Context: an optimization exercise on an open-source flow, tuned for small area. The choices shown serve that exercise and are no tape-out recipe.
Only simulation tests tie the RTL to the original design; equivalence was not proved.
Power figures rest on the tool's default switching activity, not on a simulated workload.

**flow/design.v**
```verilog
module periph_i2cm (
    input  wire        clk,
    input  wire        rst_n,
    input  wire        cmd_we,
    input  wire        stat_we,
    input  wire        delay_we,
    input  wire [31:0] wdata,
    input  wire        sda_p,
    output reg         scl_o,
    output reg         sda_o,
    output wire [31:0] stat,
    output wire [31:0] data,
    output wire [31:0] delay_reg
);
    localparam [3:0] OP_INIT  = 4'h1;
    localparam [3:0] OP_START = 4'h2;
    localparam [3:0] OP_STOP  = 4'h3;
    localparam [3:0] OP_SENDB = 4'h4;
    localparam [3:0] OP_RECVB = 4'h5;
    localparam [3:0] OP_SACK  = 4'h6;
    localparam [3:0] OP_RACK  = 4'h7;
    localparam [3:0] OP_WSCL  = 4'h8;
    localparam [3:0] OP_WSDA  = 4'h9;
    localparam [3:0] OP_RSDA  = 4'hA;
    localparam [1:0] MU_SCL    = 2'd0;
    localparam [1:0] MU_SDA    = 2'd1;
    localparam [1:0] MU_SAMPLE = 2'd2;
    localparam [1:0] DST_RAW = 2'd0;
    localparam [1:0] DST_BIT = 2'd1;
    localparam [1:0] DST_ACK = 2'd2;
    reg        busy;
    reg [3:0]  cur_op;
    reg [7:0]  cur_arg;
    reg [4:0]  k;
    reg [15:0] dq;
    reg [15:0] wait_cnt;
    reg [7:0]  acc;
    reg        owned;
    reg [7:0]  rxdata;
    reg        sda_in;
    reg        ack;
    reg        nackf, cmderr, busyerr, seqerr;
    reg [15:0] delay;
    wire [3:0] w_op  = wdata[3:0];
    wire [7:0] w_arg = wdata[15:8];
    reg w_valid;
    always @(*) begin
        w_valid = 1'b0;
        if (wdata[31:16] == 16'd0 && wdata[7:4] == 4'd0) begin
            case (w_op)
                OP_INIT, OP_START, OP_STOP, OP_RECVB, OP_RACK, OP_RSDA:
                    w_valid = (w_arg == 8'd0);
                OP_SENDB:
                    w_valid = 1'b1;
                OP_SACK, OP_WSCL, OP_WSDA:
                    w_valid = (w_arg[7:1] == 7'd0);
                default:
                    w_valid = 1'b0;
            endcase
        end
    end
    function [4:0] num_steps(input [3:0] op);
        case (op)
            OP_INIT:  num_steps = 5'd2;
            OP_START: num_steps = 5'd4;
            OP_STOP:  num_steps = 5'd3;
            OP_SENDB: num_steps = 5'd24;
            OP_RECVB: num_steps = 5'd25;
            OP_SACK:  num_steps = 5'd3;
            OP_RACK:  num_steps = 5'd4;
            default:  num_steps = 5'd1;
        endcase
    endfunction
    reg [1:0] mu_kind;
    reg       mu_val;
    reg [1:0] mu_dst;
    reg [2:0] mu_bit;
    reg [2:0] j;
    reg [1:0] r;
    wire [4:0] k_m1     = k - 5'd1;
    wire [4:0] k_div3   = k / 5'd3;
    wire [4:0] k_mod3   = k % 5'd3;
    wire [4:0] km1_div3 = k_m1 / 5'd3;
    wire [4:0] km1_mod3 = k_m1 % 5'd3;
    always @(*) begin
        mu_kind = MU_SCL;
        mu_val  = 1'b1;
        mu_dst  = DST_RAW;
        mu_bit  = 3'd0;
        j       = 3'd0;
        r       = 2'd0;
        case (cur_op)
            OP_INIT: begin
                mu_kind = (k == 5'd0) ? MU_SCL : MU_SDA;
                mu_val  = 1'b1;
            end
            OP_START: begin
                case (k[1:0])
                    2'd0: begin mu_kind = MU_SDA; mu_val = 1'b1; end
                    2'd1: begin mu_kind = MU_SCL; mu_val = 1'b1; end
                    2'd2: begin mu_kind = MU_SDA; mu_val = 1'b0; end
                    default: begin mu_kind = MU_SCL; mu_val = 1'b0; end
                endcase
            end
            OP_STOP: begin
                case (k[1:0])
                    2'd0: begin mu_kind = MU_SDA; mu_val = 1'b0; end
                    2'd1: begin mu_kind = MU_SCL; mu_val = 1'b1; end
                    default: begin mu_kind = MU_SDA; mu_val = 1'b1; end
                endcase
            end
            OP_SENDB: begin
                j = k_div3[2:0];
                r = k_mod3[1:0];
                case (r)
                    2'd0: begin mu_kind = MU_SDA; mu_val = cur_arg[3'd7 - j]; end
                    2'd1: begin mu_kind = MU_SCL; mu_val = 1'b1; end
                    default: begin mu_kind = MU_SCL; mu_val = 1'b0; end
                endcase
            end
            OP_RECVB: begin
                if (k == 5'd0) begin
                    mu_kind = MU_SDA;
                    mu_val  = 1'b1;
                end else begin
                    j = km1_div3[2:0];
                    r = km1_mod3[1:0];
                    case (r)
                        2'd0: begin mu_kind = MU_SCL; mu_val = 1'b1; end
                        2'd1: begin mu_kind = MU_SAMPLE; mu_dst = DST_BIT; mu_bit = 3'd7 - j; end
                        default: begin mu_kind = MU_SCL; mu_val = 1'b0; end
                    endcase
                end
            end
            OP_SACK: begin
                case (k[1:0])
                    2'd0: begin mu_kind = MU_SDA; mu_val = cur_arg[0]; end
                    2'd1: begin mu_kind = MU_SCL; mu_val = 1'b1; end
                    default: begin mu_kind = MU_SCL; mu_val = 1'b0; end
                endcase
            end
            OP_RACK: begin
                case (k[1:0])
                    2'd0: begin mu_kind = MU_SDA; mu_val = 1'b1; end
                    2'd1: begin mu_kind = MU_SCL; mu_val = 1'b1; end
                    2'd2: begin mu_kind = MU_SAMPLE; mu_dst = DST_ACK; end
                    default: begin mu_kind = MU_SCL; mu_val = 1'b0; end
                endcase
            end
            OP_WSCL: begin
                mu_kind = MU_SCL;
                mu_val  = cur_arg[0];
            end
            OP_WSDA: begin
                mu_kind = MU_SDA;
                mu_val  = cur_arg[0];
            end
            default: begin
                mu_kind = MU_SAMPLE;
                mu_dst  = DST_RAW;
            end
        endcase
    end
    wire [4:0] n_steps  = num_steps(cur_op);
    wire       tick_due = busy && (wait_cnt == 16'd1);
    wire       do_step  = tick_due && (k < n_steps);
    wire       complete = tick_due && (k >= n_steps);
    wire       busy_now = busy && !complete;
    wire       sample   = sda_o & sda_p;
    always @(posedge clk) begin
        if (!rst_n) begin
            scl_o    <= 1'b1;
            sda_o    <= 1'b1;
            busy     <= 1'b0;
            cur_op   <= 4'd0;
            cur_arg  <= 8'd0;
            k        <= 5'd0;
            dq       <= 16'd1;
            wait_cnt <= 16'd0;
            acc      <= 8'd0;
            owned    <= 1'b0;
            rxdata   <= 8'd0;
            sda_in   <= 1'b0;
            ack      <= 1'b0;
            nackf    <= 1'b0;
            cmderr   <= 1'b0;
            busyerr  <= 1'b0;
            seqerr   <= 1'b0;
            delay    <= 16'd10;
        end else begin
            if (busy) begin
                wait_cnt <= wait_cnt - 16'd1;
                if (do_step) begin
                    case (mu_kind)
                        MU_SCL: scl_o <= mu_val;
                        MU_SDA: sda_o <= mu_val;
                        default: begin
                            sda_in <= sample;
                            if (mu_dst == DST_BIT) begin
                                if (sample)
                                    acc[mu_bit] <= 1'b1;
                            end else if (mu_dst == DST_ACK) begin
                                acc[0] <= sample;
                            end
                        end
                    endcase
                    k        <= k + 5'd1;
                    wait_cnt <= dq;
                end else if (complete) begin
                    case (cur_op)
                        OP_INIT:  owned <= 1'b0;
                        OP_START: owned <= 1'b1;
                        OP_STOP:  owned <= 1'b0;
                        OP_RECVB: rxdata <= acc;
                        OP_RACK: begin
                            ack <= acc[0];
                            if (acc[0])
                                nackf <= 1'b1;
                        end
                        default: ;
                    endcase
                    busy <= 1'b0;
                    k    <= 5'd0;
                end
            end
            if (cmd_we) begin
                if (busy_now) begin
                    busyerr <= 1'b1;
                end else if (!w_valid) begin
                    cmderr <= 1'b1;
                end else begin
                    cur_op   <= w_op;
                    cur_arg  <= w_arg;
                    k        <= 5'd0;
                    dq       <= (delay == 16'd0) ? 16'd1 : delay;
                    acc      <= 8'd0;
                    wait_cnt <= 16'd1;
                    busy     <= 1'b1;
                    if ((w_op == OP_STOP || w_op == OP_SENDB || w_op == OP_RECVB ||
                         w_op == OP_SACK || w_op == OP_RACK) && scl_o)
                        seqerr <= 1'b1;
                end
            end
            if (stat_we) begin
                if (wdata[8])  nackf   <= 1'b0;
                if (wdata[9])  cmderr  <= 1'b0;
                if (wdata[10]) busyerr <= 1'b0;
                if (wdata[11]) seqerr  <= 1'b0;
            end
            if (delay_we)
                delay <= wdata[15:0];
        end
    end
    assign stat      = {20'd0, seqerr, busyerr, cmderr, nackf, 2'b00,
                        owned, ack, sda_in, sda_o, scl_o, busy};
    assign data      = {24'd0, rxdata};
    assign delay_reg = {16'd0, delay};
endmodule
module periph_flc #(
    parameter [31:0] FLASH_BASE   = 32'h0800_0000,
    parameter        PAGE_BITS    = 10,           
    parameter        NUM_PAGES    = 64,
    parameter        T_ERASE_PAGE = 200,
    parameter        T_ERASE_ALL  = 1000,
    parameter        T_PROG_HALF  = 5,
    parameter        T_PROG_WORD  = 8
) (
    input  wire        clk,
    input  wire        rst_n,
    input  wire        cmd_we,
    input  wire        addr_we,
    input  wire        data_we,
    input  wire        stat_we,
    input  wire [31:0] wdata,
    input  wire        host_rd,
    input  wire [31:0] rd_addr,
    output wire [13:0] fl_raddr,
    input  wire [31:0] fl_rdata,
    output wire [13:0] fl_waddr,
    output wire        fl_we,
    output wire [3:0]  fl_wstrb,
    output wire [31:0] fl_wdata,
    output wire        fl_erase_page,
    output wire        fl_erase_all,
    output wire [31:0] rd_word,
    output wire        busy_now_o,
    output wire [31:0] addr_reg,
    output wire [31:0] data_reg,
    output wire [31:0] stat
);
    localparam [31:0] FLASH_SIZE = NUM_PAGES << PAGE_BITS;
    localparam [3:0] OP_UNLOCK = 4'h1;
    localparam [3:0] OP_LOCK   = 4'h2;
    localparam [3:0] OP_ERASEP = 4'h3;
    localparam [3:0] OP_ERASEA = 4'h4;
    localparam [3:0] OP_PROGH  = 4'h5;
    localparam [3:0] OP_PROGW  = 4'h6;
    reg        locked;
    reg        busy;
    reg [3:0]  cur_op;
    reg [31:0] cur_addr;
    reg [31:0] cur_data;
    reg        pg_fail;
    reg [15:0] remaining;
    reg [31:0] addr;
    reg [31:0] data;
    reg        eop, pgerr, lockerr, addrerr, cmderr, busyerr;
    wire [3:0]  w_op     = wdata[3:0];
    wire        w_valid  = (wdata[31:4] == 28'd0) &&
                           (w_op >= OP_UNLOCK) && (w_op <= OP_PROGW);
    wire        w_mutate = (w_op == OP_ERASEP) || (w_op == OP_ERASEA) ||
                           (w_op == OP_PROGH)  || (w_op == OP_PROGW);
    wire [31:0] offset   = addr - FLASH_BASE;
    wire        in_win   = (addr >= FLASH_BASE) && (offset < FLASH_SIZE);
    wire        page_ok  = in_win && (offset[PAGE_BITS-1:0] == {PAGE_BITS{1'b0}});
    wire        half_ok  = in_win && (addr[0] == 1'b0);
    wire        word_ok  = in_win && (addr[1:0] == 2'b00);
    reg w_addr_ok;
    always @(*) begin
        case (w_op)
            OP_ERASEP: w_addr_ok = page_ok;
            OP_PROGH:  w_addr_ok = half_ok;
            OP_PROGW:  w_addr_ok = word_ok;
            default:   w_addr_ok = 1'b1;
        endcase
    end
    reg [15:0] w_time;
    always @(*) begin
        case (w_op)
            OP_ERASEP: w_time = T_ERASE_PAGE;
            OP_ERASEA: w_time = T_ERASE_ALL;
            OP_PROGH:  w_time = T_PROG_HALF;
            default:   w_time = T_PROG_WORD;
        endcase
    end
    wire        complete = busy && (remaining == 16'd1);
    wire        busy_now = busy && !complete;
    wire [31:0] cur_off = cur_addr - FLASH_BASE;
    wire [31:0] rd_off  = host_rd ? (rd_addr - FLASH_BASE) : offset;
    assign fl_raddr      = rd_off[15:2];
    assign fl_waddr      = cur_off[15:2];
    assign fl_we         = complete && !pg_fail &&
                           (cur_op == OP_PROGH || cur_op == OP_PROGW);
    assign fl_wstrb      = (cur_op == OP_PROGW) ? 4'b1111 :
                           (cur_addr[1] ? 4'b1100 : 4'b0011);
    assign fl_wdata      = (cur_op == OP_PROGW) ? cur_data :
                           {cur_data[15:0], cur_data[15:0]};
    assign fl_erase_page = complete && (cur_op == OP_ERASEP);
    assign fl_erase_all  = complete && (cur_op == OP_ERASEA);
    reg [31:0] fwd_word;
    integer    b;
    always @(*) begin
        fwd_word = fl_rdata;
        if (fl_erase_all)
            fwd_word = 32'hFFFF_FFFF;
        if (fl_erase_page && (rd_off[15:PAGE_BITS] == cur_off[15:PAGE_BITS]))
            fwd_word = 32'hFFFF_FFFF;
        if (fl_we && (rd_off[15:2] == cur_off[15:2])) begin
            for (b = 0; b < 4; b = b + 1)
                if (fl_wstrb[b])
                    fwd_word[8*b +: 8] = fl_wdata[8*b +: 8];
        end
    end
    assign rd_word = fwd_word;
    wire        tgt_half_erased = addr[1] ? (fwd_word[31:16] == 16'hFFFF)
                                          : (fwd_word[15:0]  == 16'hFFFF);
    wire        tgt_word_erased = (fwd_word == 32'hFFFF_FFFF);
    always @(posedge clk) begin
        if (!rst_n) begin
            locked    <= 1'b1;
            busy      <= 1'b0;
            cur_op    <= 4'd0;
            cur_addr  <= 32'd0;
            cur_data  <= 32'd0;
            pg_fail   <= 1'b0;
            remaining <= 16'd0;
            addr      <= 32'd0;
            data      <= 32'd0;
            eop       <= 1'b0;
            pgerr     <= 1'b0;
            lockerr   <= 1'b0;
            addrerr   <= 1'b0;
            cmderr    <= 1'b0;
            busyerr   <= 1'b0;
        end else begin
            if (busy) begin
                remaining <= remaining - 16'd1;
                if (complete) begin
                    if (pg_fail)
                        pgerr <= 1'b1;
                    else
                        eop <= 1'b1;
                    busy <= 1'b0;
                end
            end
            if (cmd_we) begin
                if (busy_now) begin
                    busyerr <= 1'b1;
                end else if (!w_valid) begin
                    cmderr <= 1'b1;
                end else if (w_mutate && locked) begin
                    lockerr <= 1'b1;
                end else if (!w_addr_ok) begin
                    addrerr <= 1'b1;
                end else if (w_op == OP_UNLOCK) begin
                    locked <= 1'b0;
                end else if (w_op == OP_LOCK) begin
                    locked <= 1'b1;
                end else begin
                    cur_op    <= w_op;
                    cur_addr  <= addr;
                    cur_data  <= data;
                    pg_fail   <= (w_op == OP_PROGH && !tgt_half_erased) ||
                                 (w_op == OP_PROGW && !tgt_word_erased);
                    remaining <= w_time;
                    busy      <= 1'b1;
                end
            end
            if (addr_we)
                addr <= wdata;
            if (data_we)
                data <= wdata;
            if (stat_we) begin
                if (wdata[2])  eop     <= 1'b0;
                if (wdata[8])  pgerr   <= 1'b0;
                if (wdata[9])  lockerr <= 1'b0;
                if (wdata[10]) addrerr <= 1'b0;
                if (wdata[11]) cmderr  <= 1'b0;
                if (wdata[12]) busyerr <= 1'b0;
            end
        end
    end
    assign busy_now_o = busy_now;
    assign addr_reg = addr;
    assign data_reg = data;
    assign stat     = {19'd0, busyerr, cmderr, addrerr, lockerr, pgerr,
                       5'd0, eop, 1'b0, busy};
endmodule
module periph (
    input  wire        clk,
    input  wire        rst_n,
    input  wire        hreq,
    input  wire        hwrite,
    input  wire [1:0]  hsize,       
    input  wire [31:0] haddr,
    input  wire [31:0] hwdata,
    output wire        hready,
    output wire [31:0] hrdata,
    output wire [1:0]  hfault,
    output wire        scl_o,
    output wire        sda_o,
    input  wire        sda_p,
    output wire [13:0] fl_raddr,
    input  wire [31:0] fl_rdata,
    output wire [13:0] fl_waddr,
    output wire        fl_we,
    output wire [3:0]  fl_wstrb,
    output wire [31:0] fl_wdata,
    output wire        fl_erase_page,
    output wire        fl_erase_all
);
    localparam [31:0] I2CM_BASE  = 32'h4000_0000;
    localparam [31:0] FLC_BASE   = 32'h4000_0010;
    localparam [31:0] FLASH_BASE = 32'h0800_0000;
    localparam [1:0] BF_NONE  = 2'd0;
    localparam [1:0] BF_WIDTH = 2'd1;
    localparam [1:0] BF_ALIGN = 2'd2;
    localparam [1:0] BF_RO    = 2'd3;
    wire sel_i2cm  = (haddr[31:4]  == I2CM_BASE[31:4]);
    wire sel_flc   = (haddr[31:4]  == FLC_BASE[31:4]);
    wire sel_flash = (haddr[31:16] == FLASH_BASE[31:16]);
    reg [1:0] fault;
    always @(*) begin
        fault = BF_NONE;
        if (sel_flash) begin
            if (hwrite)
                fault = BF_RO;
            else if ((hsize == 2'd1 && haddr[0]) ||
                     (hsize == 2'd2 && haddr[1:0] != 2'b00))
                fault = BF_ALIGN;
        end else if (sel_i2cm || sel_flc) begin
            if (hsize != 2'd2)
                fault = BF_WIDTH;
            else if (haddr[1:0] != 2'b00)
                fault = BF_ALIGN;
        end
    end
    wire flc_busy_now;
    wire flash_rd = hreq && !hwrite && sel_flash && (fault == BF_NONE);
    assign hready = !(flash_rd && flc_busy_now);
    wire go     = hreq && hready && (fault == BF_NONE);
    wire reg_wr = go && hwrite;
    wire [1:0] reg_idx = haddr[3:2];
    wire i2cm_cmd_we   = reg_wr && sel_i2cm && (reg_idx == 2'd0);
    wire i2cm_stat_we  = reg_wr && sel_i2cm && (reg_idx == 2'd1);
    wire i2cm_delay_we = reg_wr && sel_i2cm && (reg_idx == 2'd3);
    wire flc_cmd_we    = reg_wr && sel_flc  && (reg_idx == 2'd0);
    wire flc_addr_we   = reg_wr && sel_flc  && (reg_idx == 2'd1);
    wire flc_data_we   = reg_wr && sel_flc  && (reg_idx == 2'd2);
    wire flc_stat_we   = reg_wr && sel_flc  && (reg_idx == 2'd3);
    wire [31:0] i2cm_stat, i2cm_data, i2cm_delay;
    wire [31:0] flc_addr, flc_data, flc_stat, flash_word;
    periph_i2cm u_i2cm (
        .clk       (clk),
        .rst_n     (rst_n),
        .cmd_we    (i2cm_cmd_we),
        .stat_we   (i2cm_stat_we),
        .delay_we  (i2cm_delay_we),
        .wdata     (hwdata),
        .sda_p     (sda_p),
        .scl_o     (scl_o),
        .sda_o     (sda_o),
        .stat      (i2cm_stat),
        .data      (i2cm_data),
        .delay_reg (i2cm_delay)
    );
    periph_flc #(
        .FLASH_BASE (FLASH_BASE)
    ) u_flc (
        .clk           (clk),
        .rst_n         (rst_n),
        .cmd_we        (flc_cmd_we),
        .addr_we       (flc_addr_we),
        .data_we       (flc_data_we),
        .stat_we       (flc_stat_we),
        .wdata         (hwdata),
        .host_rd       (flash_rd),
        .rd_addr       (haddr),
        .fl_raddr      (fl_raddr),
        .fl_rdata      (fl_rdata),
        .fl_waddr      (fl_waddr),
        .fl_we         (fl_we),
        .fl_wstrb      (fl_wstrb),
        .fl_wdata      (fl_wdata),
        .fl_erase_page (fl_erase_page),
        .fl_erase_all  (fl_erase_all),
        .rd_word       (flash_word),
        .busy_now_o    (flc_busy_now),
        .addr_reg      (flc_addr),
        .data_reg      (flc_data),
        .stat          (flc_stat)
    );
    reg [1:0]  fault_q;
    reg        rd_flash_q;
    reg        rd_i2cm_q;
    reg [1:0]  rd_idx_q;
    reg [1:0]  rd_size_q;
    reg [1:0]  rd_lane_q;
    reg [31:0] rd_word_q;
    always @(posedge clk) begin
        if (!rst_n) begin
            fault_q    <= BF_NONE;
            rd_flash_q <= 1'b0;
            rd_i2cm_q  <= 1'b0;
            rd_idx_q   <= 2'd0;
            rd_size_q  <= 2'd0;
            rd_lane_q  <= 2'd0;
            rd_word_q  <= 32'd0;
        end else if (hreq && hready) begin
            fault_q    <= fault;
            rd_flash_q <= sel_flash;
            rd_i2cm_q  <= sel_i2cm;
            rd_idx_q   <= reg_idx;
            rd_size_q  <= hsize;
            rd_lane_q  <= haddr[1:0];
            rd_word_q  <= flash_word;
        end
    end
    reg [31:0] reg_rdata;
    always @(*) begin
        if (rd_i2cm_q) begin
            case (rd_idx_q)
                2'd0:    reg_rdata = 32'd0;
                2'd1:    reg_rdata = i2cm_stat;
                2'd2:    reg_rdata = i2cm_data;
                default: reg_rdata = i2cm_delay;
            endcase
        end else begin
            case (rd_idx_q)
                2'd0:    reg_rdata = 32'd0;
                2'd1:    reg_rdata = flc_addr;
                2'd2:    reg_rdata = flc_data;
                default: reg_rdata = flc_stat;
            endcase
        end
    end
    reg [31:0] flash_rdata;
    always @(*) begin
        case (rd_size_q)
            2'd0:    flash_rdata = {24'd0, rd_word_q[8*rd_lane_q +: 8]};
            2'd1:    flash_rdata = {16'd0, rd_word_q[16*rd_lane_q[1] +: 16]};
            default: flash_rdata = rd_word_q;
        endcase
    end
    assign hrdata = rd_flash_q ? flash_rdata : reg_rdata;
    assign hfault = fault_q;
endmodule
```
**flow/config.mk**
```make
export PLATFORM = sky130hd
export DESIGN_NAME = periph
export DESIGN_NICKNAME = periph
export VERILOG_FILES = /design/flow/design.v
export SDC_FILE = /design/flow/constraint.sdc
export NUM_CORES = 4
export LEC_CHECK = 0
export CAP_MARGIN = 20
export CORE_MARGIN = 2
export CORE_UTILIZATION = 40
export SLEW_MARGIN = 20
```
**flow/constraint.sdc**
```tcl
create_clock -name core_clock -period 10.0 [get_ports {clk}]
set_input_delay 2.0000 -clock core_clock [delete_from_list [all_inputs] [get_ports {clk}]]
set_output_delay 2.0000 -clock core_clock [all_outputs]
set_load 0.01 [all_outputs]
```
**flow/run.sh**
```bash
#!/bin/bash
# synth_recipe.tcl (not shown) runs the flow's synth.tcl, then flattens the netlist and writes it again
# the make line also repeats each setting of config.mk as NAME=value (left out here)
make -C /OpenROAD-flow-scripts/flow DESIGN_CONFIG=/design/flow/config.mk WORK_HOME=/design/flow/orfs CLKGATE_MAP_FILE= SYNTH_SCRIPT=/design/flow/synth_recipe.tcl finish
```
==> qor.yml <==
sta:
  slew_headroom: 0.308
  hold_viol: 0
  max_freq_mhz: 150
  setup_violations: 0
  fin_setup_tns_ps: 0
  worstMarginPinSlew_ps: 1040
  rsz0062_at_grt: "no"
  post-route-min-period_ps: 6650
  skew_ps: 34.8
  slew_violations: 0
  min_period_over_period: 0.665
  setup_ws_ps: 3350
detailed_routing:
  wire_per_inst_um: 21.1
  drtPass1Iterations: 6
  drtIter0Drc: 1517
  vias: 15400
  viasPerCell: 5.79
  ant_nets: 0
  wirelength_um: 56300
  drc: 0
synth:
  yosysWarnings: 3
  synth_area_um2: 15600
  synth-async-reset-ratio: 0
  yosysSeqAreaShare: 0.350
  synth_edf_count: 0
  ys_ff_latch: 273
  syn_nets: 2173
  syn-instance-count: 2045
  synth_flop_cell: "dfxtp_1"
  synth.avg_cell_area_um2: 7.63
  yosysUniqueCellTypes: 102
cells_and_area:
  seq_area_um2: 5470
  layout.nets: 2257
  synthToLayoutAreaGrowth_pct: 19.3
  stdcell_count: 2666
  drive_gt1_frac: 0.0819
  mostFrequentLayoutCells: "468 x nand2_1, 273 x dfxtp_1, 221 x a21oi_1, 206 x clkdlybuf4s50_1, 113 x nor2_1"
  multiInputGateArea_um2: 9200
  n_antenna_cell: 0
  fillCellCount: 3880
  layout_commonest_cell: "nand2_1"
run:
  drv_cap: 0
clock_network:
  insertion_delay_ps: 600
  clk_pin_slew_ps: 60
  htree_levels: 1
  ctsHoldBuffers: 0
  root_buffer: "clkbuf_16"
  post-cts-setup-buffers: 0
  cts_resized: 0
  cts_max_path_buffers: 3
  cts_tree: "built"
  clock-sinks: 273
  cts_buffers: 30
global_routing:
  first_global_vias: 14700
  grt_first_pass_wirelength_um: 87100
  globalRouteTotalUtil: 0.270
  grt_max_degree: 89
  antenna_found_initial: 0
  grt-ovfl-total: 0
pwr:
  powerDensity_nw_per_um2: 126
  total_power_mw: 2.34
  vdd_drop_max_mv: 0.131
  power.leakage_nw: 6.19
worst_setup_path:
  arrival_ps: 4650
  critPathMaxFanout: 13
  cp_slowest_cell: "clkdlybuf4s50_1"
  critPathBufInv: 3
  cp_slowest_stage_delay_ps: 520
  crit_type: "input pin to output pin"
  crit_path_end_kind: "output pin"
  critical_path.top_delay_family: "simple AND/OR/NAND/NOR gates"
  crit_top_cell: "clkdlybuf4s50_1"
  start_kind: "input pin"
  crit_required_ps: 8000
  crit_chain: "clkdlybuf4s50_1 > nor4b_2 > nand4_2 > nor2_4 > mux2i_1 > inv_1 > clkdlybuf4s50_1"
floorplanning:
  die_w_um: 202
  initial_core_util: 0.405
  die_y_um: 202
  num_rows: 72
  core_area_um2: 38600
  ios: 207
  dieArea_um2: 40600
min_path:
  hp-class: "flop to flop"
place:
  dp_worst_setup_slack_ps: 3390
  dp.final_hpwl_um: 40900
  portBuffers: 206
  place_inst: 2615
  place.gp.congestion: 0.987
status:
  outcome: "finished clean"
==> cell type report <==
cell class / count / area share
multi-input cells: 1554 / 0.494
flip-flops and latches: 273 / 0.294
repair buffers: 224 / 0.118
clock buffers: 47 / 0.0475
well taps: 518 / 0.0348
inverters: 46 / 0.00954
clock inverters: 4 / 0.00255
==> per-stage QoR <==
step | cell area (um^2) | utilization | hold WS, ps
CTS | 18600 | 0.483 | 451
finish | 18600 | 0.483 | 452
detailed placement | 17700 | 0.459 | 445
global placement | 17700 | 0.459 | 440
global route | 18600 | 0.483 | 465
floorplan | 15600 | - | 425
==> worst min-delay path, stage by stage (launching register included) <==
cell	delay [ps]
dfxtp_1	300
nand2_1	50
a21oi_1	50
==> logic make-up after synthesis <==
family,count (synthesis),synth area share
AO/OA/AOI/OAI,548,0.227
XOR/XNOR,36,0.0207
adder cells (fa/ha/maj),25,0.0200
buffers and inverters,218,0.0640
flip-flops,273,0.350
multiplexers,77,0.0542
AND/OR/NAND/NOR,868,0.264
==> power breakdown <==
group	leakage (nW)	total (mW)	switching [mW]	internal [mW]
Sequential	2.21	1.11	0.0123	1.10
Clock	0.451	1.07	0.469	0.604
Combinational	3.53	0.157	0.0925	0.0649
Total	6.19	2.34	0.574	1.76
==> cell usage after synthesis, drive strengths merged (17+ instances only) <==
| master | count | area [um^2] |
|---|---|---|
| nor4 | 35 | 285 |
| mux2 | 40 | 450 |
| xnor2 | 22 | 200 |
| o21ai | 88 | 440 |
| nor3 | 39 | 195 |
| inv | 46 | 173 |
| nor2 | 117 | 449 |
| a211oi | 21 | 163 |
| nand4 | 24 | 163 |
| buf | 57 | 395 |
| nand2b | 23 | 144 |
| a221oi | 17 | 149 |
| o221ai | 21 | 246 |
| dfxtp | 273 | 5470 |
| nor2b | 24 | 158 |
| o22ai | 28 | 175 |
| nand2 | 468 | 1760 |
| mux2i | 35 | 350 |
| a22oi | 33 | 248 |
| clkbuf | 115 | 432 |
| nand3 | 37 | 208 |
| a21oi | 232 | 1200 |
| ha | 25 | 313 |
| o21a | 20 | 150 |
==> path summary, 6_finish.rpt <==
kind | start | end | slack, ps | cells past startpoint
worst max-delay path | haddr[27] | fl_raddr[5] | 3350 | 7
worst min-delay path | u_flc.cur_data[17] | u_flc.cur_data[17] | 450 | 2
worst max register to register | u_i2cm.k[0] | u_i2cm.acc[0] | 3600 | 24
worst min register to register | u_flc.cur_data[17] | u_flc.cur_data[17] | 450 | 2
==> layer usage <==
layer | GRT usage | share of wire | up-vias
li1 | - | - | 7390
met1 | 0.371 | 0.44 | 7358
met2 | 0.433 | 0.46 | 580
met3 | 0.0339 | 0.063 | 110
met4 | 0.103 | 0.038 | 0
met5 | 0 | 0 | -

## static timing again, ports no longer ideal
No port has a modelled driver above. Below, the same layout with a new extraction and two added sets of constraints. Step 1 sets driving cells, clkbuf_16 on the clock port and buf_2 on the other inputs (assumed; they add their load-dependent delay and slew). Step 2, shift: input delay + t, output delay - t, t = (earliest + latest rising clock arrival at the registers) / 2. This alone moves slack from input paths to output paths. Slacks: no drivers / after step 1 / after step 2; pairs: no drivers / after step 1.
shift t [ns]: 0.639
slack for setup (ns): 3.354 / 3.331 / 3.331
worst hold slack (ns): 0.452 / 0.452 / 0.452
slew at the worst register clock pin (ns): 0.07 / 0.07
pins driven straight from the clock port: 1
After both steps this run still meets setup and hold. The setup slack of this run moves by -0.023 ns with the drivers and by -0.023 ns with both steps.
